From an optimization exercise on the open Yosys and OpenROAD flow, aimed at small area, a short achievable clock period and few clock cycles; shortcuts taken in it are not production practice.
At most, simulation tests tie the RTL to the original design; equivalence was not proved.
The RTL of run 3 was laid out without a check of its function.
Power and IR drop assume default switching activity.

<file path="flow/design.v">
module hall_engine (
    input  wire        clk,
    input  wire        rst,
    input  wire        ev_valid,
    input  wire [1:0]  ev_kind,       
    input  wire [31:0] ev_cmd,
    output wire        ev_ready,
    output reg         rsp_valid,
    output wire [31:0] rsp_result,
    output wire [7:0]  rsp_status,
    output wire        bus_valid,
    output reg         bus_write,
    output reg  [7:0]  bus_addr,
    output reg  [7:0]  bus_wdata,
    output wire [4:0]  bus_len,
    input  wire        bus_ready,
    input  wire        bus_ack,
    input  wire [23:0] bus_rdata,
    output wire        irq_request,
    input  wire        irq_grant,
    output reg         irq_release,
    output reg         sched_valid,
    output wire [15:0] sched_ms,
    output reg         cancel_valid,
    output reg         pub_valid,
    output wire [1:0]  pub_zone,
    output reg         log_valid,
    output wire [2:0]  log_code,
    output reg         alive,
    output reg         dead
);
    localparam [7:0] ADDR_ID      = 8'h00;
    localparam [7:0] ID_VALUE     = 8'h5A;
    localparam [7:0] SAMPLE_ADDR  = 8'h10;
    localparam [7:0] ADDR_INTSRS  = 8'h20;
    localparam [7:0] ADDR_HTH_H   = 8'h21;
    localparam [7:0] ADDR_LATCH   = 8'h25;
    localparam [7:0] ADDR_OPF     = 8'h30;
    localparam [7:0] ADDR_SRST    = 8'h3F;
    localparam [15:0] DELAY_MIN   = 16'd10;
    localparam [15:0] DELAY_RESET = 16'd200;
    localparam [1:0]  ZONE_A = 2'd0, ZONE_B = 2'd1, ZONE_C = 2'd2;
    localparam [2:0] ST_OK = 3'd0, ST_TRANSPORT = 3'd1, ST_IRQATTACH = 3'd3,
                     ST_CAL = 3'd5, ST_ILLEGAL = 3'd6;
    localparam [4:0]
        S_IDLE  = 5'd0,  S_DEC   = 5'd1,  S_I0    = 5'd2,  S_ISR   = 5'd3,
        S_IID   = 5'd4,  S_IPD   = 5'd5,  S_DEAD  = 5'd6,  S_W1    = 5'd7,
        S_MS    = 5'd8,  S_IRQ   = 5'd9,  S_DPEN  = 5'd10, S_DTYPE = 5'd11,
        S_THR   = 5'd12, S_DDET  = 5'd13, S_SPRD  = 5'd14, S_SP2   = 5'd15,
        S_SPTYPE= 5'd16, S_C1    = 5'd17, S_C2    = 5'd18, S_C3    = 5'd19,
        S_CRD   = 5'd20, S_CR0   = 5'd21, S_CRIRQ = 5'd22, S_CR2   = 5'd23,
        S_CRPD  = 5'd24, S_KWAIT = 5'd25;
    localparam [2:0]
        OP_WSTAT = 3'd0, OP_REGRD = 3'd1, OP_CHKID = 3'd2, OP_DISABLE = 3'd3,
        OP_MEAS  = 3'd4, OP_ENABLE = 3'd5, OP_DETINT = 3'd6, OP_WORKER = 3'd7;
    localparam [4:0]
        K_ILLEGAL = 5'd0,  K_ENC = 5'd1, K_DEC = 5'd2, K_CLS = 5'd3, K_UPDTHR = 5'd4,
        K_GETZONE = 5'd5,  K_MODEPD = 5'd6, K_MODEMEAS = 5'd7, K_MODEFUSE = 5'd8,
        K_DETPOLL = 5'd9,  K_DETINT = 5'd10, K_ENABLE = 5'd11, K_DISABLE = 5'd12,
        K_SETDLY = 5'd13,  K_GETEN = 5'd14, K_GETDLY = 5'd15, K_SETDBG = 5'd16,
        K_GETDBG = 5'd17,  K_SETTH = 5'd18, K_GETTH = 5'd19, K_SETTL = 5'd20,
        K_GETTL = 5'd21,   K_SETPOL = 5'd22, K_GETPOL = 5'd23, K_CAL = 5'd24,
        K_GETREF = 5'd25,  K_GETCALST = 5'd26, K_CALAPPLY = 5'd27,
        K_REGRD = 5'd28,   K_REGWR = 5'd29, K_CHKID = 5'd30, K_GETSHADOW = 5'd31;
    reg [7:0]         opf, intsrs;
    reg               enabled, debug;
    reg [15:0]        delay;
    reg [1:0]         last_zone;
    reg signed [15:0] th, tl, cal_ref, pol;
    reg               cal_high_done, cal_low_done;
    reg               irq_attached;
    reg               pending;
    reg [4:0]  state;
    reg [2:0]  op;
    reg        rdy;              
    reg        breq;             
    reg        len3;             
    reg [2:0]  thr_k;            
    reg        thr_sp;           
    reg        tw;               
    reg        irq_req;
    reg        sched_zero;
    reg        log4;
    reg [15:0] res;              
    reg        res_sgn;
    reg [2:0]  st;
    reg        pd_valid;
    reg [1:0]  pd_kind;
    reg [4:0]  pd_k;
    reg [7:0]  pd_a;
    reg [15:0] pd_imm;
    reg [7:0]  s_intsrs;
    reg [2:0]  s_opf;            
    reg        s_was;
    reg [1:0]  c_pass;
    reg        c_fail;           
    reg        c_ok;             
    reg [3:0]  c_cnt;
    reg [3:0]  d_rem;
    reg [2:0]  d_cnt;
    reg        d_first;
    reg        d_neg;
    assign ev_ready    = rdy;
    assign bus_valid   = breq;
    assign bus_len     = {3'b000, len3, 1'b1};
    assign irq_request = irq_req;
    assign sched_ms    = sched_zero ? 16'h0000 : delay;
    assign pub_zone    = last_zone;
    assign log_code    = {log4, 1'b0, ~log4};
    assign rsp_result  = {{16{res_sgn}}, res};
    assign rsp_status  = {5'b00000, st};
    wire res10   = opf[4];
    wire det_int = intsrs[7];
    wire beside  = intsrs[6];
    wire pol_pos = ~pol[15] & (pol[14:0] != 15'd0);
    function [15:0] encode;
        input               r10;
        input signed [17:0] v;
        reg signed [17:0]   c;
        begin
            if (r10) begin
                if (v < -18'sd512)      c = -18'sd512;
                else if (v > 18'sd511)  c = 18'sd511;
                else                    c = v;
                encode = {c[9], c[8], 6'b000000, c[7:0]};
            end else begin
                if (v < -18'sd128)      c = -18'sd128;
                else if (v > 18'sd127)  c = 18'sd127;
                else                    c = v;
                encode = {8'h00, c[7:0]};
            end
        end
    endfunction
    function [1:0] classify;
        input signed [15:0] raw;
        input signed [15:0] t_hi;
        input signed [15:0] t_lo;
        input               ppos;
        begin
            if (ppos) begin
                if (raw >= t_hi)      classify = ZONE_C;
                else if (raw <= t_lo) classify = ZONE_A;
                else                  classify = ZONE_B;
            end else begin
                if (raw <= t_lo)      classify = ZONE_C;
                else if (raw >= t_hi) classify = ZONE_A;
                else                  classify = ZONE_B;
            end
        end
    endfunction
    function [4:0] dbit;
        input [3:0] r;
        input       b;
        reg   [4:0] t;
        begin
            t = {r, b};
            dbit = (t >= 5'd10) ? {1'b1, t[3:0] - 4'd10} : {1'b0, t[3:0]};
        end
    endfunction
    wire [9:0] s10 = res10 ? {bus_rdata[15], bus_rdata[14], bus_rdata[23:16]}
                           : {bus_rdata[23], bus_rdata[23], bus_rdata[23:16]};
    wire drdy = bus_rdata[0];
    wire th_big = ~th[15] & (th[14:9] != 6'b000000);    
    wire th_sml =  th[15] & (th[14:9] != 6'b111111);    
    wire tl_big = ~tl[15] & (tl[14:9] != 6'b000000);
    wire tl_sml =  tl[15] & (tl[14:9] != 6'b111111);
    wire signed [9:0] s10s = s10;
    wire signed [9:0] th10 = th[9:0];
    wire signed [9:0] tl10 = tl[9:0];
    wire s_ge_th = th_sml | (~th_big & (s10s >= th10));
    wire s_le_tl = tl_big | (~tl_sml & (s10s <= tl10));
    wire [1:0] s_zone = pol_pos ? (s_ge_th ? ZONE_C : (s_le_tl ? ZONE_A : ZONE_B))
                                : (s_le_tl ? ZONE_C : (s_ge_th ? ZONE_A : ZONE_B));
    wire [2:0]  thr_n    = thr_k;
    wire        bes_eff  = tw ? bus_wdata[6] : beside;
    wire        thr_add  = bes_eff ^ thr_n[1];
    wire signed [15:0] thr_base = thr_n[1] ? tl : th;
    wire [9:0]  thr_sum  = thr_base[9:0] + (thr_add ? 10'd15 : -10'd15);
    wire t_hi10 = thr_add ? (thr_base >  16'sd496) : (thr_base >  16'sd526);
    wire t_lo10 = thr_add ? (thr_base < -16'sd527) : (thr_base < -16'sd497);
    wire t_hi8  = thr_add ? (thr_base >  16'sd112) : (thr_base >  16'sd142);
    wire t_lo8  = thr_add ? (thr_base < -16'sd143) : (thr_base < -16'sd113);
    wire [9:0]  thr_c    = res10 ? (t_hi10 ? 10'h1FF : t_lo10 ? 10'h200 : thr_sum)
                                 : (t_hi8  ? 10'h07F : t_lo8  ? 10'h380 : thr_sum);
    wire [7:0]  thr_data = thr_n[2] ? 8'h01 : (thr_n[0] ? thr_c[7:0] : {res10 & thr_c[9], res10 & thr_c[8], 6'b000000});
    wire [7:0]  thr_addr = ADDR_HTH_H + {5'd0, thr_n};
    wire       lz_b      = (last_zone == ZONE_B);
    wire       type_chg  = (beside == lz_b);
    wire [7:0] type_data = {intsrs[7], ~lz_b, intsrs[5:0]};
    wire        acc_on  = (state == S_CRD);
    wire        d_corr  = d_neg & (d_rem != 4'd0);
    wire [15:0] sum_b   = acc_on ? {{6{s10[9]}}, s10} : {15'd0, d_corr};
    wire [15:0] sum_add = res + sum_b;
    wire [3:0]  d_rin   = d_first ? (res[15] ? 4'd9 : 4'd0) : d_rem;
    wire [4:0]  d_s3    = dbit(d_rin, res[15]);
    wire [4:0]  d_s2    = dbit(d_s3[3:0], res[14]);
    wire [4:0]  d_s1    = dbit(d_s2[3:0], res[13]);
    wire [4:0]  d_s0    = dbit(d_s1[3:0], res[12]);
    wire [7:0]  d_step  = {d_s3[4], d_s2[4], d_s1[4], d_s0[4], d_s0[3:0]};
    wire        d_done  = (d_cnt == 3'd0);
    wire [7:0]  e_op  = ev_cmd[31:24];
    wire [7:0]  e_a   = ev_cmd[23:16];
    wire [15:0] e_imm = ev_cmd[15:0];
    wire        a0    = (e_a == 8'h00);
    wire        a01   = (e_a[7:1] == 7'h00);
    wire        i0    = (e_imm == 16'h0000);
    reg  [4:0]  e_k;
    always @(*) begin
        e_k = K_ILLEGAL;
        case (e_op)
            8'h01: if (a01) e_k = K_ENC;
            8'h02: if (a01) e_k = K_DEC;
            8'h10: if (a0) e_k = K_CLS;
            8'h11: if (a0 && i0) e_k = K_UPDTHR;
            8'h12: if (a0 && i0) e_k = K_GETZONE;
            8'h20: if (i0) begin
                       if (e_a == 8'h00) e_k = K_MODEPD;
                       else if (e_a == 8'h01) e_k = K_MODEMEAS;
                       else if (e_a == 8'h02) e_k = K_MODEFUSE;
                   end
            8'h21: if (i0) begin
                       if (e_a == 8'h00) e_k = K_DETPOLL;
                       else if (e_a == 8'h01) e_k = K_DETINT;
                   end
            8'h22: if (a0 && i0) e_k = K_ENABLE;
            8'h23: if (a0 && i0) e_k = K_DISABLE;
            8'h24: if (a0) e_k = K_SETDLY;
            8'h25: if (a0 && i0) e_k = K_GETEN;
            8'h26: if (a0 && i0) e_k = K_GETDLY;
            8'h27: if (a01 && i0) e_k = K_SETDBG;
            8'h28: if (a0 && i0) e_k = K_GETDBG;
            8'h30: if (a0) e_k = K_SETTH;
            8'h31: if (a0 && i0) e_k = K_GETTH;
            8'h32: if (a0) e_k = K_SETTL;
            8'h33: if (a0 && i0) e_k = K_GETTL;
            8'h34: if (a0) e_k = K_SETPOL;
            8'h35: if (a0 && i0) e_k = K_GETPOL;
            8'h40: if (a0 && i0) e_k = K_CAL;
            8'h41: if (i0 && (e_a == 8'h01 || e_a == 8'h02)) e_k = K_CAL;
            8'h42: if (a0 && i0) e_k = K_GETREF;
            8'h43: if (a0 && i0) e_k = K_GETCALST;
            8'h44: if (i0 && (e_a == 8'h01 || e_a == 8'h02)) e_k = K_CALAPPLY;
            8'h50: if (i0) e_k = K_REGRD;
            8'h51: if (e_imm[15:8] == 8'h00) e_k = K_REGWR;
            8'h52: if (a0 && i0) e_k = K_CHKID;
            8'h53: if (a01 && i0) e_k = K_GETSHADOW;
            default: e_k = K_ILLEGAL;
        endcase
    end
    wire signed [15:0] p_simm = pd_imm;
    wire [15:0] p_enc = encode(pd_a[0], {{2{p_simm[15]}}, p_simm});
    wire [15:0] p_dec = pd_a[0] ? {{6{pd_imm[15]}}, pd_imm[15], pd_imm[14], pd_imm[7:0]}
                                : {{8{pd_imm[7]}}, pd_imm[7:0]};
    wire [1:0]  p_cls = classify(p_simm, th, tl, pol_pos);
    wire [15:0] p_dly = (pd_imm < DELAY_MIN) ? DELAY_MIN : pd_imm;
    wire        p_apply_th = (pol_pos == (pd_a[1:0] == 2'd1));
    wire [15:0] p_apply = cal_ref + (p_apply_th ? -16'sd12 : 16'sd12);
    reg [15:0] c_res;
    reg        c_sgn;
    reg [2:0]  c_st;
    always @(*) begin
        c_res = 16'h0; c_sgn = 1'b0; c_st = ST_OK;
        case (pd_k)
            K_ILLEGAL:  c_st = ST_ILLEGAL;
            K_ENC:      c_res = p_enc;
            K_DEC:      begin c_res = p_dec; c_sgn = p_dec[15]; end
            K_CLS:      c_res = {14'h0, p_cls};
            K_GETZONE:  c_res = {14'h0, last_zone};
            K_GETEN:    c_res = {15'h0, enabled};
            K_GETDLY:   c_res = delay;
            K_GETDBG:   c_res = {15'h0, debug};
            K_GETTH:    begin c_res = th; c_sgn = th[15]; end
            K_GETTL:    begin c_res = tl; c_sgn = tl[15]; end
            K_GETPOL:   begin c_res = pol; c_sgn = pol[15]; end
            K_GETREF:   begin c_res = cal_ref; c_sgn = cal_ref[15]; end
            K_GETCALST: c_res = {14'h0, cal_low_done, cal_high_done};
            K_GETSHADOW: c_res = {8'h00, pd_a[0] ? intsrs : opf};
            default: ;
        endcase
    end
    task finish;
        input [15:0] r;
        input        sg;
        input [2:0]  s;
        begin
            res <= r; res_sgn <= sg; st <= s;
            rsp_valid <= 1'b1;
            rdy <= 1'b1;
            state <= S_IDLE;
        end
    endtask
    task issue;
        input       wr;
        input [7:0] a;
        input [7:0] d;
        input       l3;
        input [4:0] ns;
        begin
            breq <= 1'b1; bus_write <= wr; bus_addr <= a; bus_wdata <= d; len3 <= l3;
            state <= ns;
            tw <= (ns == S_DTYPE) || (ns == S_SPTYPE);
        end
    endtask
    task sp_end;
        begin
            if (enabled && !det_int) begin
                sched_valid <= 1'b1; sched_zero <= 1'b0; pending <= 1'b1;
            end
            if (op == OP_ENABLE) enabled <= 1'b1;
            finish(16'h0, 1'b0, ST_OK);
        end
    endtask
    task start_di;
        begin
            if (type_chg) issue(1'b1, ADDR_INTSRS, type_data, 1'b0, S_DTYPE);
            else begin
                thr_k <= 3'd1; thr_sp <= 1'b0;
                issue(1'b1, thr_addr, thr_data, 1'b0, S_THR);
            end
        end
    endtask
    task start_ms;
        begin
            issue(1'b1, ADDR_OPF, (opf & 8'hFD) | 8'h01, 1'b0, S_MS);
        end
    endtask
    task start_cr;
        begin
            issue(1'b1, ADDR_INTSRS, s_intsrs, 1'b0, S_CR0);
        end
    endtask
    task kfin;
        input f;
        begin
            if (c_ok && !d_done) state <= S_KWAIT;
            else begin
                if (c_ok) cal_ref <= sum_add;
                if (f) finish(16'h0, 1'b0, ST_CAL);
                else begin
                    finish(sum_add, sum_add[15], ST_OK);
                    if (c_pass == 2'd1) cal_high_done <= 1'b1;
                    if (c_pass == 2'd2) cal_low_done  <= 1'b1;
                end
            end
        end
    endtask
    task exec_ev;
        input [1:0] k;
        begin
            case (k)
                2'd1: begin
                    if (pending) begin
                        pending <= 1'b0;
                        op <= OP_WORKER;
                        rdy <= 1'b0;
                        issue(1'b0, SAMPLE_ADDR, 8'h00, 1'b1, S_SPRD);
                    end else rsp_valid <= 1'b1;
                end
                2'd2: begin
                    if (irq_attached) begin
                        sched_valid <= 1'b1; sched_zero <= 1'b1; pending <= 1'b1;
                    end
                    rsp_valid <= 1'b1;
                end
                default: rsp_valid <= 1'b1;
            endcase
        end
    endtask
    task exec_cmd;
        begin
            rdy <= 1'b0;
            case (pd_k)
                K_UPDTHR: begin
                    op <= OP_WSTAT; thr_k <= 3'd1; thr_sp <= 1'b0;
                    issue(1'b1, thr_addr, thr_data, 1'b0, S_THR);
                end
                K_MODEPD: begin
                    if (irq_attached) begin irq_release <= 1'b1; irq_attached <= 1'b0; end
                    op <= OP_WSTAT;
                    issue(1'b1, ADDR_OPF, opf & 8'hFE, 1'b0, S_W1);
                end
                K_MODEMEAS: begin op <= OP_MEAS; start_ms; end
                K_MODEFUSE: begin
                    op <= OP_WSTAT;
                    issue(1'b1, ADDR_OPF, opf | 8'h03, 1'b0, S_W1);
                end
                K_DETPOLL: begin
                    op <= OP_WSTAT;
                    issue(1'b1, ADDR_INTSRS, intsrs & 8'h7F, 1'b0, S_W1);
                end
                K_DETINT: begin op <= OP_DETINT; start_di; end
                K_ENABLE: begin
                    if (enabled) finish(16'h0, 1'b0, ST_OK);
                    else begin
                        op <= OP_ENABLE;
                        if (det_int) start_di;
                        else issue(1'b1, ADDR_INTSRS, intsrs & 8'h7F, 1'b0, S_DPEN);
                    end
                end
                K_DISABLE: begin
                    if (!enabled) finish(16'h0, 1'b0, ST_OK);
                    else begin
                        cancel_valid <= 1'b1; pending <= 1'b0;
                        if (irq_attached) begin irq_release <= 1'b1; irq_attached <= 1'b0; end
                        op <= OP_DISABLE;
                        issue(1'b1, ADDR_OPF, opf & 8'hFE, 1'b0, S_W1);
                    end
                end
                K_SETDLY: begin
                    delay <= p_dly;
                    if (enabled && !det_int) begin
                        cancel_valid <= 1'b1;
                        sched_valid <= 1'b1; sched_zero <= 1'b0; pending <= 1'b1;
                    end
                    finish(c_res, c_sgn, c_st);
                end
                K_SETDBG: begin debug <= pd_a[0]; finish(c_res, c_sgn, c_st); end
                K_SETTH: begin th <= pd_imm; finish(c_res, c_sgn, c_st); end
                K_SETTL: begin tl <= pd_imm; finish(c_res, c_sgn, c_st); end
                K_SETPOL: begin pol <= pd_imm; finish(c_res, c_sgn, c_st); end
                K_CAL: begin
                    s_intsrs <= intsrs; s_opf <= opf[4:2]; s_was <= irq_attached;
                    c_pass <= pd_a[1:0]; c_fail <= 1'b0; c_ok <= 1'b0;
                    if (irq_attached) begin irq_release <= 1'b1; irq_attached <= 1'b0; end
                    issue(1'b1, ADDR_INTSRS, intsrs & 8'h78, 1'b0, S_C1);
                end
                K_CALAPPLY: begin
                    if (p_apply_th) th <= p_apply; else tl <= p_apply;
                    finish(c_res, c_sgn, c_st);
                end
                K_REGRD: begin
                    op <= OP_REGRD;
                    issue(1'b0, pd_a, 8'h00, 1'b0, S_W1);
                end
                K_REGWR: begin
                    op <= OP_WSTAT;
                    issue(1'b1, pd_a, pd_imm[7:0], 1'b0, S_W1);
                end
                K_CHKID: begin
                    op <= OP_CHKID;
                    issue(1'b0, ADDR_ID, 8'h00, 1'b0, S_W1);
                end
                default:    finish(c_res, c_sgn, c_st);
            endcase
        end
    endtask
    wire bus_done = breq & bus_ready;
    wire ok       = bus_ack;
    always @(posedge clk) begin
        pd_kind <= ev_kind;
        pd_k    <= e_k;
        pd_a    <= e_a;
        pd_imm  <= e_imm;
        if (rst) begin
            opf           <= 8'h00;
            intsrs        <= 8'h00;
            enabled       <= 1'b0;
            debug         <= 1'b0;
            delay         <= DELAY_RESET;
            last_zone     <= ZONE_B;
            th            <= 16'sd100;
            tl            <= -16'sd100;
            cal_ref       <= 16'sd0;
            pol           <= -16'sd1;
            cal_high_done <= 1'b0;
            cal_low_done  <= 1'b0;
            irq_attached  <= 1'b0;
            pending       <= 1'b0;
            state         <= S_I0;
            rdy           <= 1'b0;
            breq          <= 1'b0;
            irq_req       <= 1'b0;
            pd_valid      <= 1'b0;
            thr_k         <= 3'd0;
            d_cnt         <= 3'd0;
            rsp_valid     <= 1'b0;
            irq_release   <= 1'b0;
            sched_valid   <= 1'b0;
            cancel_valid  <= 1'b0;
            pub_valid     <= 1'b0;
            log_valid     <= 1'b0;
            alive         <= 1'b0;
            dead          <= 1'b0;
        end else begin
            rsp_valid    <= 1'b0;
            irq_release  <= 1'b0;
            sched_valid  <= 1'b0;
            cancel_valid <= 1'b0;
            pub_valid    <= 1'b0;
            log_valid    <= 1'b0;
            irq_req      <= 1'b0;
            pd_valid <= ev_valid & ~rdy;
            if (bus_done) begin
                breq <= 1'b0;
                if (bus_ack && bus_write) begin
                    if (bus_addr == ADDR_OPF)    opf    <= bus_wdata;
                    if (bus_addr == ADDR_INTSRS) intsrs <= bus_wdata;
                end
            end
            if (!d_done) begin
                d_cnt   <= d_cnt - 3'd1;
                d_first <= 1'b0;
                if (d_first) d_neg <= res[15];
                res   <= {res[11:0], d_step[7:4]};
                d_rem   <= d_step[3:0];
            end
            case (state)
            S_I0: issue(1'b1, ADDR_SRST, 8'h01, 1'b0, S_ISR);
            S_ISR: if (bus_ready) begin
                if (!ok) begin dead <= 1'b1; state <= S_DEAD; end
                else issue(1'b0, ADDR_ID, 8'h00, 1'b0, S_IID);
            end
            S_IID: if (bus_ready) begin
                if (!ok || bus_rdata[7:0] != ID_VALUE) begin dead <= 1'b1; state <= S_DEAD; end
                else issue(1'b1, ADDR_OPF, opf & 8'hFE, 1'b0, S_IPD);
            end
            S_IPD: if (bus_ready) begin
                if (!ok) begin dead <= 1'b1; state <= S_DEAD; end
                else begin alive <= 1'b1; rdy <= 1'b1; state <= S_IDLE; end
            end
            S_DEAD: ;
            S_IDLE: begin
                if (pd_valid) begin
                    if (pd_kind == 2'd0) exec_cmd;
                    else exec_ev(pd_kind);
                end else if (ev_valid) begin
                    if (ev_kind == 2'd0) begin rdy <= 1'b0; state <= S_DEC; end
                    else exec_ev(ev_kind);
                end
            end
            S_DEC: exec_cmd;
            S_W1: if (bus_ready) begin
                case (op)
                    OP_REGRD:   finish(ok ? {8'h00, bus_rdata[7:0]} : 16'h0, 1'b0, ok ? ST_OK : ST_TRANSPORT);
                    OP_CHKID:   finish({15'h0, ok && bus_rdata[7:0] == ID_VALUE}, 1'b0, ok ? ST_OK : ST_TRANSPORT);
                    OP_DISABLE: begin
                        if (ok) enabled <= 1'b0;
                        finish(16'h0, 1'b0, ok ? ST_OK : ST_TRANSPORT);
                    end
                    default:    finish(16'h0, 1'b0, ok ? ST_OK : ST_TRANSPORT);
                endcase
            end
            S_MS: if (bus_ready) begin
                if (!ok) finish(16'h0, 1'b0, ST_TRANSPORT);
                else if (det_int && !irq_attached) begin
                    irq_req <= 1'b1; state <= S_IRQ;
                end else if (op == OP_ENABLE) begin
                    if (!det_int) begin
                        sched_valid <= 1'b1; sched_zero <= 1'b0; pending <= 1'b1;
                        enabled <= 1'b1;
                        finish(16'h0, 1'b0, ST_OK);
                    end else issue(1'b0, SAMPLE_ADDR, 8'h00, 1'b1, S_SPRD);
                end else finish(16'h0, 1'b0, ST_OK);
            end
            S_IRQ: begin
                if (irq_grant) irq_attached <= 1'b1;
                if (op == OP_ENABLE && irq_grant) issue(1'b0, SAMPLE_ADDR, 8'h00, 1'b1, S_SPRD);
                else finish(16'h0, 1'b0, irq_grant ? ST_OK : ST_IRQATTACH);
            end
            S_DPEN: if (bus_ready) begin
                if (!ok) finish(16'h0, 1'b0, ST_TRANSPORT);
                else start_ms;
            end
            S_DTYPE: if (bus_ready) begin
                if (!ok) finish(16'h0, 1'b0, ST_TRANSPORT);
                else begin
                    thr_k <= 3'd1; thr_sp <= 1'b0;
                    issue(1'b1, thr_addr, thr_data, 1'b0, S_THR);
                end
            end
            S_DDET: if (bus_ready) begin
                if (!ok) finish(16'h0, 1'b0, ST_TRANSPORT);
                else if (op == OP_ENABLE) start_ms;
                else finish(16'h0, 1'b0, ST_OK);
            end
            S_THR: if (bus_ready) begin
                if (!ok || thr_k == 3'd5) thr_k <= 3'd0;
                if (!ok) begin
                    if (thr_sp) begin
                        log_valid <= 1'b1; log4 <= 1'b0;
                        sp_end;
                    end else finish(16'h0, 1'b0, ST_TRANSPORT);
                end else if (thr_k != 3'd5) begin
                    thr_k <= thr_k + 3'd1;
                    issue(1'b1, thr_addr, thr_data, 1'b0, S_THR);
                end else if (thr_sp) sp_end;
                else if (op == OP_WSTAT) finish(16'h0, 1'b0, ST_OK);
                else issue(1'b1, ADDR_INTSRS, intsrs | 8'h80, 1'b0, S_DDET);
            end
            S_SPRD: if (bus_ready) begin
                if (!ok) begin
                    log_valid <= 1'b1; log4 <= 1'b0;
                    sp_end;
                end else if (!drdy) begin
                    log_valid <= 1'b1; log4 <= 1'b1;
                    sp_end;
                end else begin
                    last_zone <= s_zone;
                    pub_valid <= 1'b1;
                    if (det_int) state <= S_SP2;
                    else sp_end;
                end
            end
            S_SP2: begin
                if (type_chg) issue(1'b1, ADDR_INTSRS, type_data, 1'b0, S_SPTYPE);
                else begin
                    thr_k <= 3'd1; thr_sp <= 1'b1;
                    issue(1'b1, thr_addr, thr_data, 1'b0, S_THR);
                end
            end
            S_SPTYPE: if (bus_ready) begin
                if (!ok) begin
                    log_valid <= 1'b1; log4 <= 1'b0;
                    sp_end;
                end else begin
                    thr_k <= 3'd1; thr_sp <= 1'b1;
                    issue(1'b1, thr_addr, thr_data, 1'b0, S_THR);
                end
            end
            S_C1: if (bus_ready) begin
                if (!ok) begin c_fail <= 1'b1; start_cr; end
                else issue(1'b1, ADDR_OPF, opf & 8'hFE, 1'b0, S_C2);
            end
            S_C2: if (bus_ready) begin
                if (!ok) begin c_fail <= 1'b1; start_cr; end
                else issue(1'b1, ADDR_OPF, (opf & 8'hF0) | 8'h0D, 1'b0, S_C3);
            end
            S_C3: if (bus_ready) begin
                if (!ok) begin c_fail <= 1'b1; start_cr; end
                else begin
                    c_cnt <= 4'd0; res <= 16'h0;
                    issue(1'b0, SAMPLE_ADDR, 8'h00, 1'b1, S_CRD);
                end
            end
            S_CRD: if (bus_ready) begin
                if (!ok || !drdy) begin c_fail <= 1'b1; start_cr; end
                else begin
                    res <= sum_add;
                    c_cnt <= c_cnt + 4'd1;
                    if (c_cnt == 4'd9) begin
                        c_ok <= 1'b1;
                        d_cnt <= 3'd4; d_first <= 1'b1;
                        start_cr;
                    end else issue(1'b0, SAMPLE_ADDR, 8'h00, 1'b1, S_CRD);
                end
            end
            S_CR0: if (bus_ready) begin
                if (!ok) c_fail <= 1'b1;
                if (s_was) begin irq_req <= 1'b1; state <= S_CRIRQ; end
                else issue(1'b1, ADDR_OPF, (opf & 8'hE0) | {s_opf, 2'b01}, 1'b0, S_CR2);
            end
            S_CRIRQ: begin
                if (irq_grant) irq_attached <= 1'b1;
                else c_fail <= 1'b1;
                issue(1'b1, ADDR_OPF, (opf & 8'hE0) | {s_opf, 2'b01}, 1'b0, S_CR2);
            end
            S_CR2: if (bus_ready) begin
                if (!ok) c_fail <= 1'b1;
                if (!enabled) begin
                    if (irq_attached) begin irq_release <= 1'b1; irq_attached <= 1'b0; end
                    issue(1'b1, ADDR_OPF, (ok ? bus_wdata : opf) & 8'hFE, 1'b0, S_CRPD);
                end else kfin(c_fail | !ok);
            end
            S_CRPD: if (bus_ready) begin
                if (!ok) c_fail <= 1'b1;
                kfin(c_fail | !ok);
            end
            S_KWAIT: kfin(c_fail);
            default: state <= S_IDLE;
            endcase
        end
    end
endmodule
</file>
<file path="flow/config.mk">
export PLATFORM = sky130hd
export DESIGN_NAME = hall_engine
export DESIGN_NICKNAME = hall_engine
export VERILOG_FILES = /design/flow/design.v
export SDC_FILE = /design/flow/constraint.sdc
export NUM_CORES = 4
export LEC_CHECK = 0
export CAP_MARGIN = 20
export CORE_MARGIN = 2
export CORE_UTILIZATION = 40
export SLEW_MARGIN = 20
</file>
<file path="flow/constraint.sdc">
create_clock -name core_clock -period 10.0 [get_ports {clk}]
set_input_delay 2.0000 -clock core_clock [delete_from_list [all_inputs] [get_ports {clk}]]
set_output_delay 2.0000 -clock core_clock [all_outputs]
set_load 0.01 [all_outputs]
</file>
<file path="flow/flow/run.sh">
#!/bin/bash
# Layout: the standard flow (standard synthesis unchanged), with a larger setup
# margin for the resizer's timing repair. Each step's output goes to a log of its own.
set -euo pipefail
bash standard.sh synth > synth.log 2>&1
bash standard.sh finish SETUP_SLACK_MARGIN=9 > layout.log 2>&1
</file>
<file path="flow/standard.sh">
#!/bin/bash
# synth_recipe.tcl (not shown) runs the flow's synth.tcl, then flattens the netlist and writes it again
# the make line also repeats each setting of config.mk as NAME=value (left out here)
make -C /OpenROAD-flow-scripts/flow DESIGN_CONFIG=/design/flow/config.mk WORK_HOME=/design/flow/orfs CLKGATE_MAP_FILE= SYNTH_SCRIPT=/design/flow/synth_recipe.tcl "${@:-finish}"
</file>
==> impl_metrics.tcl, run 1 <==
set metrics [dict create \
    wire_per_inst_um 29.62 \
    design_area_um2 30990 \
    power_density_nw_per_um2 194.9 \
    synth_cell_type_count 111 \
    status "no timing/DRC/antenna violations" \
    vdd_drop_max_mv 0.1515 \
    yosysMostFrequentCell "nand2_1" \
    power.leakage_nw 11.83 \
    yosysTopAreaCell "dfxtp_1" \
    period_needed_ns 3.874 \
    avgSynthCellArea_um2 7.702 \
    dr.pass1.iters 8 \
    cts_buffer_depth 3 \
    boundaryPins 158 \
    ys_ff_latch 229 \
    worstSetupEndpointType "flop" \
    path_clk_slew_ns 0.07 \
    cts_root_buf "clkbuf_16" \
    gp_congestion 0.9903 \
    synth_area_leaders "dfxtp_1, edfxtp_1, ha_1, nand2_1, a21oi_1" \
    grt_remaining_overflow 0 \
    insertion_delay_ns 0.62 \
    die_y_um 225.1 \
    die-width_um 225.1 \
    synth_edf_count 71 \
    synthFlopType "dfxtp_1" \
    crit_path_max_fanout 3 \
    yosysSeqAreaShare_pct 27.07 \
    crit_arrival_ns 4.24 \
    hold_viol 0 \
    syn_inst 2540 \
    yosysTopAreaCellShare_pct 16.17 \
    drc 0 \
    nets 3175 \
    clock.fmax_mhz 258.1 \
    dp.final_hpwl_um 66610 \
    worst_pin_slew_ns 1.135 \
    yosysWarnings 1 \
    post-route-period-util_pct 38.74 \
    start_util_pct 40.21 \
    antenna_found_initial 3 \
    core_area_um2 48650 \
    grt_pass1_vias 23016 \
    grt_max_degree 46 \
    grt_usage_pct 40.29 \
    hold_path.class "reg -> reg" \
    wl_um 108400 \
    cap_viol_max_count 0 \
    cts_tree "done" \
    synth_common_cells "nand2_1, nor2_1, a21oi_1" \
    setup-violations-final 0 \
    cts_sinks 229 \
    netlist_area_um2 19560 \
    dieArea_um2 50690 \
    startpoint_type "input pin" \
    ant_nets 0 \
    vias 24909 \
    post_dp_cell_area_um2 22290 \
    via_per_inst 6.806 \
    slew_viol_final 0 \
    syn2layout_area_growth_pct 58.39 \
    final.setup.tns_ns 0 \
    cts_buffers 29 \
    std_cell_rows 81 \
    rsz0062_at_grt "yes" \
    postCtsHoldBufs 0 \
    crit_type "in -> reg" \
    drive_gt1_share_pct 41.47 \
    slew-limit-headroom_pct 23.86 \
    cts_max_level 1 \
    fin_skew_ns 0.02425 \
    dr.first_iter.drc_count 3361 \
    port_buffers 141 \
    grt_pass1_wl_um 152500 \
    ys_async_sr_fraction_pct 0 \
    required_ns 10.37 \
]
area by class of cell:
type | count | area, um2
multi-input combinational | 2049 | 16680
clock inverter | 20 | 229.0
clock buffer | 34 | 774.5
sequential | 229 | 5381
antenna | 2 | 5.005
timing repair buffer | 616 | 6734
fill | 4058 | 17660
tap | 622 | 778.2
inverter | 88 | 399.1
final timing paths:
| path | start | endpoint | slack (ns) | cells past startpoint |
|---|---|---|---|---|
| max reg2reg | d_rem[1] | res[11] | 6.34 | 13 |
| max | bus_rdata[16] | res[11] | 6.13 | 13 |
| min | alive | alive | 0.45 | 2 |
| min reg2reg | alive | alive | 0.45 | 2 |
state kept, by name, indices dropped and copies added, names as in the netlist, 16 cells and up:
register  count
pd_imm       16
res          16
th           16
cal_ref      16
tl           16
pol          16
delay        16
worst max-delay path, stage by stage:
cell and delay, ns:
buf_8 0.11, inv_12 0.04, o21ai_4 0.07, ha_4 0.21
buf_4 0.13, a211oi_2 0.22, nor2_2 0.09, o41ai_4 0.32
buf_4 0.18, a21oi_2 0.08, a311oi_2 0.29, xnor2_1 0.17
a221o_1 0.33
per-layer routing:
metal / track usage [%] / vias up / share of wire (%)
met1: 51.76 / 12000 / 37
met3: 10.40 / 486 / 13
li1: - / 10588 / -
met2: 62.06 / 1833 / 43
met4: 21.17 / 2 / 7.1
met5: 0 / - / 0.012
metrics by stage:
step	utilization (%)	setup slack (ns)	hold slack (ns)	cells	power [mW]
4_1_cts	59.27	6.216	0.4521	3533	5.576
2_1_floorplan	-	5.897	0.4064	2548	2.912
3_3_place_gp	45.81	4.363	0.4295	3168	3.591
3_5_place_dp	45.82	4.300	0.4358	3168	3.623
6_report	63.70	6.126	0.4511	3660	6.038
5_1_grt	63.69	6.071	0.4692	3658	6.226
where the power goes:
part / internal, mW / leakage, nW / switching (mW)
clock: 0.660 / 0.492 / 0.482
sequential: 1.15 / 1.98 / 0.120
combinational: 1.68 / 9.35 / 1.95
total: 3.49 / 11.8 / 2.55
cells in the final DEF (no fill, tap or decap), types with 45 or more instances in the layout:
cell type / Yosys / final
a21oi_1: 196 / 144
a21oi_2: 2 / 47
buf_4: 36 / 290
buf_6: 1 / 163
dfxtp_1: 158 / 123
edfxtp_1: 71 / 71
ha_1: 96 / 62
inv_1: 85 / 70
mux2i_1: 62 / 61
nand2_1: 263 / 221
nand3_1: 74 / 57
nor2_1: 243 / 189
nor3_1: 75 / 45
o21ai_0: 177 / 114
kinds of logic (layout without fill, tap and decap cells):
family | after synthesis | after routing | share of synthesized area, %
AND/OR/NAND/NOR | 963 | 964 | 24.63
AO/OA/AOI/OAI | 854 | 854 | 29.51
buffers and inverters | 271 | 758 | 6.083
flip-flops | 229 | 229 | 27.07
adder cells (fa/ha/maj) | 100 | 100 | 6.453
multiplexers | 74 | 74 | 3.978
XOR/XNOR | 47 | 47 | 2.239
other | 2 | 12 | 0.03839
repair_timing:
| action | in CTS | in global routing |
|---|---|---|
| cloned | 37 | 5 |
| setup endpoints to repair | 369 | 368 |
| setup buffers | 274 | 120 |
| pin swaps | 216 | 158 |
| resized for setup | 1190 | 254 |
Testbench counts, summed over its fixed seeds: cycles 11,603.
==> run 2: changes to the inputs <==
==> flow/flow/run.sh (replaced) <==
#!/bin/bash
# Layout: the standard flow (standard synthesis unchanged), with a larger setup
# margin for the resizer's timing repair. Each step's output goes to a log of its own.
set -euo pipefail
bash standard.sh synth > synth.log 2>&1
bash standard.sh finish SETUP_SLACK_MARGIN=7 > layout.log 2>&1
==> run 2 against run 1 <==
Compared with the run above:
- die area unchanged
- via count decreased by 6.5%
- sequential cell count unchanged
- synthesized cell count unchanged
- combinational power decreased by 11%
- area after synthesis unchanged
- final cell count decreased by 4.3%
- critical path type unchanged
- critical endpoint is now res_sgn
- largest cell class unchanged
==> impl_metrics.tcl, run 2 <==
set metrics [dict create \
    postCtsHoldBufs 0 \
    crit_buf_inv 3 \
    vdd_drop_max_mv 0.1349 \
    rsz0062_at_grt "yes" \
    boundaryPins 158 \
    status "no timing/DRC/antenna violations" \
    worstSetupEndpointType "flop" \
    dr.first_iter.drc_count 3040 \
    critical_path.max_stage_delay_ns 0.34 \
    dp.final_hpwl_um 65890 \
    required_ns 10.35 \
    antenna_found_initial 2 \
    final_common_cell "nand2_1" \
    synth_edf_count 71 \
    crit_path_max_fanout 3 \
    power.leakage_nw 10.47 \
    drive_gt1_share_pct 32.23 \
    cts_buffers 29 \
    hold_viol 0 \
    path_clk_slew_ns 0.06 \
    ys_async_sr_fraction_pct 0 \
    crit_chain "buf_12 > and3_4 > ha_4 > a211oi_2 > nor2_2 > o41ai_2 > buf_4 > a211oi_4 > nor3b_2 > o31ai_2 > xnor2_2 > buf_4 > a21oi_2" \
    ys_ff_latch 229 \
    std_cell_rows 81 \
    yosysWarnings 1 \
    yosysTopAreaCell "dfxtp_1" \
    cp_common_cell "buf_4" \
    die-width_um 225.1 \
    crit_type "in -> reg" \
    power_density_nw_per_um2 204.9 \
    grt_max_degree 64 \
    cts_root_buf "clkbuf_16" \
    final_util_pct 56.41 \
    port_buffers 141 \
    insertedDiodeCount 0 \
    ant_nets 0 \
    insertion_delay_ns 0.61 \
    grt_usage_pct 36.05 \
    drc 0 \
    wire_per_inst_um 27.50 \
    nets 3018 \
    cts_sinks 229 \
    core_area_um2 48650 \
    syn2layout_area_growth_pct 40.28 \
    die_y_um 225.1 \
    synth_cell_type_count 111 \
    via_per_inst 6.656 \
    setup-violations-final 0 \
    crit_family "compound AO/OA/AOI/OAI gates" \
    worst_pin_slew_ns 1.078 \
    clock.fmax_mhz 248.6 \
    final.setup.tns_ns 0 \
    yosysMostFrequentCell "nand2_1" \
    synth_common_cells "nand2_1, nor2_1, a21oi_1" \
    n_fill_cell 4449 \
    wl_um 96280 \
    multiInputGateArea_um2 15700 \
    vias 23302 \
    fin_skew_ns 0.01851 \
    cts_tree "done" \
    gp_congestion 0.9810 \
    post-route-period-util_pct 40.23 \
    avgSynthCellArea_um2 7.702 \
    netlist_area_um2 19560 \
    cap_viol_max_count 0 \
    slew_viol_final 0 \
    crit_arrival_ns 4.37 \
    dieArea_um2 50690 \
    yosysSeqAreaShare_pct 27.07 \
    synth_area_leaders "dfxtp_1, edfxtp_1, ha_1, nand2_1, a21oi_1" \
    cts_max_level 1 \
    slowest_stage "o41ai_2" \
    dr.pass1.iters 6 \
    startpoint_type "input pin" \
    seqCellArea_um2 5331 \
    yosysTopAreaCellShare_pct 16.17 \
    hold_path.class "reg -> reg" \
    start_util_pct 40.21 \
    syn_inst 2540 \
    grt_pass1_vias 21592 \
    period_needed_ns 4.023 \
    cts_buffer_depth 3 \
    synthFlopType "dfxtp_1" \
    slew-limit-headroom_pct 27.45 \
    layout_common_cells "nand2_1, buf_4, nor2_1" \
    grt_pass1_wl_um 138700 \
    grt_remaining_overflow 0 \
]
==> run 2: cell counts after synthesis <==
No cell type changed its count.
==> run 2: kinds of logic (layout without fill, tap and decap cells) <==
logic type | count (synthesis) | count (layout) | share of synthesized area, %
buffers and inverters | 271 | 601 | 6.083
muxes | 74 | 74 | 3.978
adders and majority gates | 100 | 100 | 6.453
and+or+nand+nor | 963 | 964 | 24.63
other | 2 | 10 | 0.03839
xor gates and xnor gates | 47 | 47 | 2.239
DFF | 229 | 229 | 27.07
AOI/OAI and AO/OA | 854 | 854 | 29.51
==> run 2: worst paths after layout <==
kind | end | depth (start not counted) | slack (ns) | start
max | res_sgn | 13 | 5.98 | bus_rdata[17]
min | alive | 2 | 0.46 | alive
max reg2reg | res_sgn | 18 | 6.16 | state[0]
min reg2reg | alive | 2 | 0.46 | alive
==> run 2: layer usage <==
metal,up-vias,track usage (%),share of wire [%]
li1,10256,-,-
met1,11314,48.10,40
met2,1420,56.50,45
met3,308,6.923,10
met4,4,16.06,5.0
met5,-,0,0.026
==> run 2: per-stage QoR <==
step           hold WS (ns)  power [mW]  area [um2]  setup slack (ns)  std cells
2_1_floorplan        0.4064       2.805       20270             5.897       2548
3_3_place_gp         0.4338       3.537       21840             4.377       3175
3_5_place_dp         0.4446       3.567       21840             4.379       3175
4_1_cts              0.4565       5.115       25720             6.260       3428
5_1_grt              0.4825       5.840       27440             5.921       3501
6_report             0.4550       5.624       27440             5.977       3501
==> run 2: worst register-to-register path, cell delays in order (launching register included) <==
cell and delay (ns):
dfxtp_1 0.32, buf_6 0.38, nor3b_1 0.12, buf_4 0.15, nand2_1 0.05, buf_4 0.29, o311ai_1 0.24, o21ai_2 0.11
ha_2 0.23, a211oi_2 0.08, nor2_2 0.19, o41ai_2 0.12, buf_4 0.18, a211oi_4 0.24, nor3b_2 0.10, o31ai_2 0.37
xnor2_2 0.17, buf_4 0.19, a21oi_2 0.06
==> run 2: report_power, final <==
group,switching [mW],leakage (nW),internal (mW),total [mW]
registers,0.115,1.98,1.15,1.26
clock network,0.475,0.508,0.666,1.14
logic,1.78,7.99,1.44,3.22
total,2.37,10.5,3.25,5.62
==> run 2: final cells by class <==
| class | count | share of cell area (%) |
|---|---|---|
| multi-input combinational | 2049 | 57.20 |
| tap | 622 | 2.836 |
| clock buffer | 44 | 3.351 |
| inverter | 88 | 1.409 |
| sequential | 229 | 19.43 |
| timing repair buffer | 459 | 15.37 |
| clock inverter | 10 | 0.4058 |
==> run 2: what timing repair did <==
item	4_1_cts	5_1_grt
resized for setup	769	310
gates cloned	7	0
setup buffers	192	73
endpoints found under the setup margin	283	259
pin swaps	168	152
hold endpoints to repair	0	0
==> run 3: changes to the inputs <==
--- a/flow/design.v
+++ b/flow/design.v
@@ -86,10 +86,12 @@
     reg [2:0]  st;
     reg        pd_valid;
     reg [1:0]  pd_kind;
-    reg [4:0]  pd_k;
+    reg [7:0]  pd_op;
+    reg        pd_iz;            
+    reg        pd_ihz;           
     reg [7:0]  pd_a;
     reg [15:0] pd_imm;
-    reg [7:0]  s_intsrs;
+    reg [3:0]  s_intsrs;         
     reg [2:0]  s_opf;            
     reg        s_was;
     reg [1:0]  c_pass;
@@ -97,8 +99,8 @@
     reg        c_ok;             
     reg [3:0]  c_cnt;
     reg [3:0]  d_rem;
-    reg [2:0]  d_cnt;
-    reg        d_first;
+    reg [9:0]  samp;             
+    reg        samp_v;
     reg        d_neg;
     assign ev_ready    = rdy;
     assign bus_valid   = breq;
@@ -160,17 +162,8 @@
     wire [9:0] s10 = res10 ? {bus_rdata[15], bus_rdata[14], bus_rdata[23:16]}
                            : {bus_rdata[23], bus_rdata[23], bus_rdata[23:16]};
     wire drdy = bus_rdata[0];
-    wire th_big = ~th[15] & (th[14:9] != 6'b000000);    
-    wire th_sml =  th[15] & (th[14:9] != 6'b111111);    
-    wire tl_big = ~tl[15] & (tl[14:9] != 6'b000000);
-    wire tl_sml =  tl[15] & (tl[14:9] != 6'b111111);
-    wire signed [9:0] s10s = s10;
-    wire signed [9:0] th10 = th[9:0];
-    wire signed [9:0] tl10 = tl[9:0];
-    wire s_ge_th = th_sml | (~th_big & (s10s >= th10));
-    wire s_le_tl = tl_big | (~tl_sml & (s10s <= tl10));
-    wire [1:0] s_zone = pol_pos ? (s_ge_th ? ZONE_C : (s_le_tl ? ZONE_A : ZONE_B))
-                                : (s_le_tl ? ZONE_C : (s_ge_th ? ZONE_A : ZONE_B));
+    wire signed [15:0] cls_raw = (state == S_SPRD) ? {{6{s10[9]}}, s10} : pd_imm;
+    wire [1:0] s_zone = classify(cls_raw, th, tl, pol_pos);
     wire [2:0]  thr_n    = thr_k;
     wire        bes_eff  = tw ? bus_wdata[6] : beside;
     wire        thr_add  = bes_eff ^ thr_n[1];
@@ -187,9 +180,11 @@
     wire       lz_b      = (last_zone == ZONE_B);
     wire       type_chg  = (beside == lz_b);
     wire [7:0] type_data = {intsrs[7], ~lz_b, intsrs[5:0]};
-    wire        acc_on  = (state == S_CRD);
+    wire        acc_on  = samp_v;
     wire        d_corr  = d_neg & (d_rem != 4'd0);
-    wire [15:0] sum_b   = acc_on ? {{6{s10[9]}}, s10} : {15'd0, d_corr};
+    wire [15:0] sum_b   = acc_on ? {{6{samp[9]}}, samp} : {15'd0, d_corr};
+    wire        d_first = (c_cnt == 4'd10);
+    wire        d_run   = c_ok & ~samp_v & (c_cnt != 4'd14);
     wire [15:0] sum_add = res + sum_b;
     wire [3:0]  d_rin   = d_first ? (res[15] ? 4'd9 : 4'd0) : d_rem;
     wire [4:0]  d_s3    = dbit(d_rin, res[15]);
@@ -197,13 +192,13 @@
     wire [4:0]  d_s1    = dbit(d_s2[3:0], res[13]);
     wire [4:0]  d_s0    = dbit(d_s1[3:0], res[12]);
     wire [7:0]  d_step  = {d_s3[4], d_s2[4], d_s1[4], d_s0[4], d_s0[3:0]};
-    wire        d_done  = (d_cnt == 3'd0);
-    wire [7:0]  e_op  = ev_cmd[31:24];
-    wire [7:0]  e_a   = ev_cmd[23:16];
-    wire [15:0] e_imm = ev_cmd[15:0];
+    wire        d_done  = ~c_ok | (~samp_v & (c_cnt == 4'd14));
+    wire [7:0]  e_op  = pd_op;
+    wire [7:0]  e_a   = pd_a;
+    wire [15:0] e_imm = pd_imm;
     wire        a0    = (e_a == 8'h00);
     wire        a01   = (e_a[7:1] == 7'h00);
-    wire        i0    = (e_imm == 16'h0000);
+    wire        i0    = pd_iz;
     reg  [4:0]  e_k;
     always @(*) begin
         e_k = K_ILLEGAL;
@@ -241,7 +236,7 @@
             8'h43: if (a0 && i0) e_k = K_GETCALST;
             8'h44: if (i0 && (e_a == 8'h01 || e_a == 8'h02)) e_k = K_CALAPPLY;
             8'h50: if (i0) e_k = K_REGRD;
-            8'h51: if (e_imm[15:8] == 8'h00) e_k = K_REGWR;
+            8'h51: if (pd_ihz) e_k = K_REGWR;
             8'h52: if (a0 && i0) e_k = K_CHKID;
             8'h53: if (a01 && i0) e_k = K_GETSHADOW;
             default: e_k = K_ILLEGAL;
@@ -251,7 +246,6 @@
     wire [15:0] p_enc = encode(pd_a[0], {{2{p_simm[15]}}, p_simm});
     wire [15:0] p_dec = pd_a[0] ? {{6{pd_imm[15]}}, pd_imm[15], pd_imm[14], pd_imm[7:0]}
                                 : {{8{pd_imm[7]}}, pd_imm[7:0]};
-    wire [1:0]  p_cls = classify(p_simm, th, tl, pol_pos);
     wire [15:0] p_dly = (pd_imm < DELAY_MIN) ? DELAY_MIN : pd_imm;
     wire        p_apply_th = (pol_pos == (pd_a[1:0] == 2'd1));
     wire [15:0] p_apply = cal_ref + (p_apply_th ? -16'sd12 : 16'sd12);
@@ -260,11 +254,11 @@
     reg [2:0]  c_st;
     always @(*) begin
         c_res = 16'h0; c_sgn = 1'b0; c_st = ST_OK;
-        case (pd_k)
+        case (e_k)
             K_ILLEGAL:  c_st = ST_ILLEGAL;
             K_ENC:      c_res = p_enc;
             K_DEC:      begin c_res = p_dec; c_sgn = p_dec[15]; end
-            K_CLS:      c_res = {14'h0, p_cls};
+            K_CLS:      c_res = {14'h0, s_zone};
             K_GETZONE:  c_res = {14'h0, last_zone};
             K_GETEN:    c_res = {15'h0, enabled};
             K_GETDLY:   c_res = delay;
@@ -326,7 +320,7 @@
     endtask
     task start_cr;
         begin
-            issue(1'b1, ADDR_INTSRS, s_intsrs, 1'b0, S_CR0);
+            issue(1'b1, ADDR_INTSRS, {s_intsrs[3], intsrs[6:3], s_intsrs[2:0]}, 1'b0, S_CR0);
         end
     endtask
     task kfin;
@@ -369,7 +363,7 @@
     task exec_cmd;
         begin
             rdy <= 1'b0;
-            case (pd_k)
+            case (e_k)
                 K_UPDTHR: begin
                     op <= OP_WSTAT; thr_k <= 3'd1; thr_sp <= 1'b0;
                     issue(1'b1, thr_addr, thr_data, 1'b0, S_THR);
@@ -419,7 +413,7 @@
                 K_SETTL: begin tl <= pd_imm; finish(c_res, c_sgn, c_st); end
                 K_SETPOL: begin pol <= pd_imm; finish(c_res, c_sgn, c_st); end
                 K_CAL: begin
-                    s_intsrs <= intsrs; s_opf <= opf[4:2]; s_was <= irq_attached;
+                    s_intsrs <= {intsrs[7], intsrs[2:0]}; s_opf <= opf[4:2]; s_was <= irq_attached;
                     c_pass <= pd_a[1:0]; c_fail <= 1'b0; c_ok <= 1'b0;
                     if (irq_attached) begin irq_release <= 1'b1; irq_attached <= 1'b0; end
                     issue(1'b1, ADDR_INTSRS, intsrs & 8'h78, 1'b0, S_C1);
@@ -448,9 +442,11 @@
     wire ok       = bus_ack;
     always @(posedge clk) begin
         pd_kind <= ev_kind;
-        pd_k    <= e_k;
-        pd_a    <= e_a;
-        pd_imm  <= e_imm;
+        pd_op   <= ev_cmd[31:24];
+        pd_a    <= ev_cmd[23:16];
+        pd_imm  <= ev_cmd[15:0];
+        pd_iz   <= (ev_cmd[15:0] == 16'h0000);
+        pd_ihz  <= (ev_cmd[15:8] == 8'h00);
         if (rst) begin
             opf           <= 8'h00;
             intsrs        <= 8'h00;
@@ -472,7 +468,8 @@
             irq_req       <= 1'b0;
             pd_valid      <= 1'b0;
             thr_k         <= 3'd0;
-            d_cnt         <= 3'd0;
+            c_ok          <= 1'b0;
+            samp_v        <= 1'b0;
             rsp_valid     <= 1'b0;
             irq_release   <= 1'b0;
             sched_valid   <= 1'b0;
@@ -497,9 +494,10 @@
                     if (bus_addr == ADDR_INTSRS) intsrs <= bus_wdata;
                 end
             end
-            if (!d_done) begin
-                d_cnt   <= d_cnt - 3'd1;
-                d_first <= 1'b0;
+            samp_v <= 1'b0;
+            if (samp_v) res <= sum_add;
+            if (d_run) begin
+                c_cnt   <= c_cnt + 4'd1;
                 if (d_first) d_neg <= res[15];
                 res   <= {res[11:0], d_step[7:4]};
                 d_rem   <= d_step[3:0];
@@ -635,11 +633,10 @@
             S_CRD: if (bus_ready) begin
                 if (!ok || !drdy) begin c_fail <= 1'b1; start_cr; end
                 else begin
-                    res <= sum_add;
+                    samp <= s10; samp_v <= 1'b1;
                     c_cnt <= c_cnt + 4'd1;
                     if (c_cnt == 4'd9) begin
                         c_ok <= 1'b1;
-                        d_cnt <= 3'd4; d_first <= 1'b1;
                         start_cr;
                     end else issue(1'b0, SAMPLE_ADDR, 8'h00, 1'b1, S_CRD);
                 end
==> run 3 against run 2 <==
Compared with the run above:
- combinational power down about 40%
- register-to-register slack worse by 0.38 ns
- design area up 7.0%
- die area down 1.8%
- global-route usage up 1.9 points
- worst setup slack worse by 0.25 ns
==> impl_metrics.tcl, run 3 <==
set metrics [dict create \
    std_cell_rows 80 \
    synth-adder-area-share_pct 5.514 \
    post-route-period-util_pct 42.68 \
    crit_arrival_ns 4.62 \
    fin_skew_ns 0.01650 \
    path_clk_slew_ns 0.06 \
    cts_buffers 30 \
    slowest_stage "a2111o_1" \
    syn2layout_area_growth_pct 52.93 \
    dieArea_um2 49760 \
    postCtsHoldBufs 0 \
    hold_path.class "reg -> reg" \
    final.setup.tns_ns 0 \
    boundaryPins 158 \
    syn_inst 2511 \
    insertion_delay_ns 0.60 \
    die-width_um 223.1 \
    avgSynthCellArea_um2 7.645 \
    placedCellCount 3132 \
    drc 0 \
    wire_per_inst_um 27.96 \
    worstSetupEndpointType "flop" \
    crit_path_max_fanout 7 \
    core_area_um2 47550 \
    reg2reg_setup_slack_ns 5.78 \
    setup-violations-final 0 \
    status "no timing/DRC/antenna violations" \
    port_buffers 141 \
    via_per_inst 6.558 \
    ys_ff_latch 237 \
    worstRegToRegCells 18 \
    cts_max_level 1 \
    final_common_cell "buf_4" \
    yosysTopAreaCellShare_pct 16.89 \
    yosysWarnings 1 \
    cts_buffer_depth 3 \
    synth-compound-area-share_pct 28.53 \
    synth_cell_type_count 102 \
    route.met2.wl_um 44500 \
    dr.first_iter.drc_count 3021 \
    grt_pass1_wl_um 143300 \
    crit_family "compound AO/OA/AOI/OAI gates" \
    cts_root_buf "clkbuf_16" \
    crit_type "in -> reg" \
    crit_chain "buf_12 > nand2_8 > nand3_4 > o21a_1 > ha_4 > or4b_4 > a221o_1 > o311ai_4 > nor2_1 > a2111o_1 > a31o_1" \
    grt_remaining_overflow 0 \
    ant_nets 0 \
    yosysSeqAreaShare_pct 28.63 \
    power_density_nw_per_um2 145.3 \
    crit_start "bus_rdata[23]" \
    hold_viol 0 \
    synth_xor_xnor_area_share_pct 2.190 \
    drive_gt1_share_pct 38.56 \
    antenna_found_initial 1 \
    r2r_end "res[1]" \
    cap_viol_max_count 0 \
    synth_top_family_by_area "compound AO/OA/AOI/OAI gates" \
    dr_wl_met3_um 9803 \
    startpoint_type "input pin" \
    worst_pin_slew_ns 1.037 \
    yosysTopAreaCell "dfxtp_1" \
    vdd_drop_max_mv 0.1177 \
    synth_common_cells "nand2_1, nor2_1, a21oi_1" \
    wl_um 101200 \
    power.leakage_nw 11.45 \
    grt_usage_pct 37.93 \
    start_util_pct 40.37 \
    rsz0062_at_grt "yes" \
    layout_common_cells "buf_4, nand2_1, nor2_1" \
    synth_area_leaders "dfxtp_1, edfxtp_1, nand2_1, a21oi_1, ha_1" \
    top_layer "met5" \
    synthSimpleGateAreaFrac_pct 25.13 \
    nets 3125 \
    clock.fmax_mhz 234.3 \
    slew-limit-headroom_pct 30.84 \
    r2r-start "state[1]" \
    drt-met1-wl_um 40020 \
    dr.pass1.iters 7 \
    die_y_um 223.1 \
    slew_viol_final 0 \
    endpoint "res[0]" \
    synth_mux_area_share_pct 4.015 \
    synthFlopType "dfxtp_1" \
    cts_tree "done" \
    grt_pass1_vias 22157 \
    vias 23735 \
    p_total_mw 4.267 \
    grt_max_degree 63 \
    critical_path.max_stage_delay_ns 0.48 \
    ys_async_sr_fraction_pct 0 \
    yosysMostFrequentCell "nand2_1" \
    netlist_area_um2 19200 \
    dp.final_hpwl_um 67060 \
    required_ns 10.35 \
    cp.depth 11 \
    synth_edf_count 75 \
    layout.cells.non_filler 3619 \
    cts_sinks 237 \
    crit_buf_inv 1 \
    gp_congestion 1.013 \
    period_needed_ns 4.268 \
]
-- run 3: worst min-delay path by stage --
| stage | start | endpoint | slack [ns] | cells after the start |
|---|---|---|---|---|
| floorplan | opf[4] | s_opf[2] | 0.41 | 0 |
| global placement | dead | dead | 0.45 | 2 |
| detailed placement | dead | dead | 0.46 | 2 |
| CTS | dead | dead | 0.48 | 2 |
| global route | dead | dead | 0.52 | 2 |
| finish | dead | dead | 0.48 | 2 |
-- run 3: area by class of cell --
cell class / instances / area [um2]
fill: 4079 / 18190
multi-input combinational: 2023 / 15980
antenna: 1 / 2.502
clock inverter: 17 / 157.7
sequential: 237 / 5567
timing repair buffer: 599 / 5672
inverter: 88 / 375.4
clock buffer: 39 / 835.8
tap: 615 / 769.5
-- run 3: kinds of logic (layout without fill, tap and decap cells) --
group	Yosys count	in the layout
AOI/OAI and AO/OA	821	822
and+or+nand+nor	981	985
xor gates and xnor gates	48	48
muxes	75	75
buffers and inverters	264	743
adders and majority gates	83	83
DFF	237	237
other	2	11
-- run 3: layer usage --
layer  GRT usage (%)  vias to the layer above
met1           49.75                    11477
met5               0                        -
met3           6.440                      395
met2           59.95                     1543
li1                -                    10318
met4           19.70                        2
-- run 3: tightest hold or removal path, delay by kind of cell (launching register included) --
family | cells | cell delay [ns]
AND/OR/NAND/NOR | 2 | 0.11
flip-flops | 1 | 0.33
-- run 3: stage by stage --
stage / instance area, um2 / hold WS (ns) / util (%) / setup slack (ns)
2_1_floorplan: 20260 / 0.4064 / - / 5.603
3_3_place_gp: 21620 / 0.4543 / 45.48 / 4.146
3_5_place_dp: 21630 / 0.4647 / 45.49 / 4.163
4_1_cts: 27190 / 0.4763 / 57.19 / 5.696
5_1_grt: 29350 / 0.5152 / 61.74 / 5.613
6_report: 29360 / 0.4787 / 61.74 / 5.732
-- run 3: repair_timing --
item / 4_1_cts / 5_1_grt
endpoints found under the setup margin: 325 / 286
pin swaps: 182 / 153
setup buffers: 287 / 129
gates resized for setup: 960 / 230
cloned: 9 / 5
endpoints found under the hold margin: 0 / 0
-- run 3: power by group --
| part | switching, mW | total (mW) | internal [mW] |
|---|---|---|---|
| clock | 0.482 | 1.12 | 0.641 |
| sequential | 0.0959 | 1.21 | 1.11 |
| combinational | 1.09 | 1.94 | 0.845 |
| total | 1.67 | 4.27 | 2.60 |

-- afterwards: timing with drivers on the ports --
Ports are ideal in the flow. The routed layouts listed here were re-timed in OpenROAD. Step 1: set_driving_cell puts a clkbuf_16 on clk and a buf_2 on each other input, an assumption about the parent block. Step 2 also shifts input and output timing later by t, the mid clock arrival at the registers, as if the neighbouring blocks saw the same clock. Slacks: ideal ports / drivers / drivers and shift; pairs: ideal ports / drivers.
| run | t (ns) | setup slack, ns | worst register clock-pin slew, ns |
|---|---|---|---|
| run 1 | 0.665 | 6.126 / 6.145 / 5.481 | 0.07 / 0.07 |
| run 2 | 0.661 | 5.977 / 5.982 / 5.320 | 0.07 / 0.07 |
| run 3 | 0.653 | 5.732 / 5.742 / 5.090 | 0.07 / 0.07 |
After both steps setup and hold are still met in every run listed. The setup slack of run 2, which loses most, moves by +0.005 ns with the drivers and by -0.657 ns with both steps.
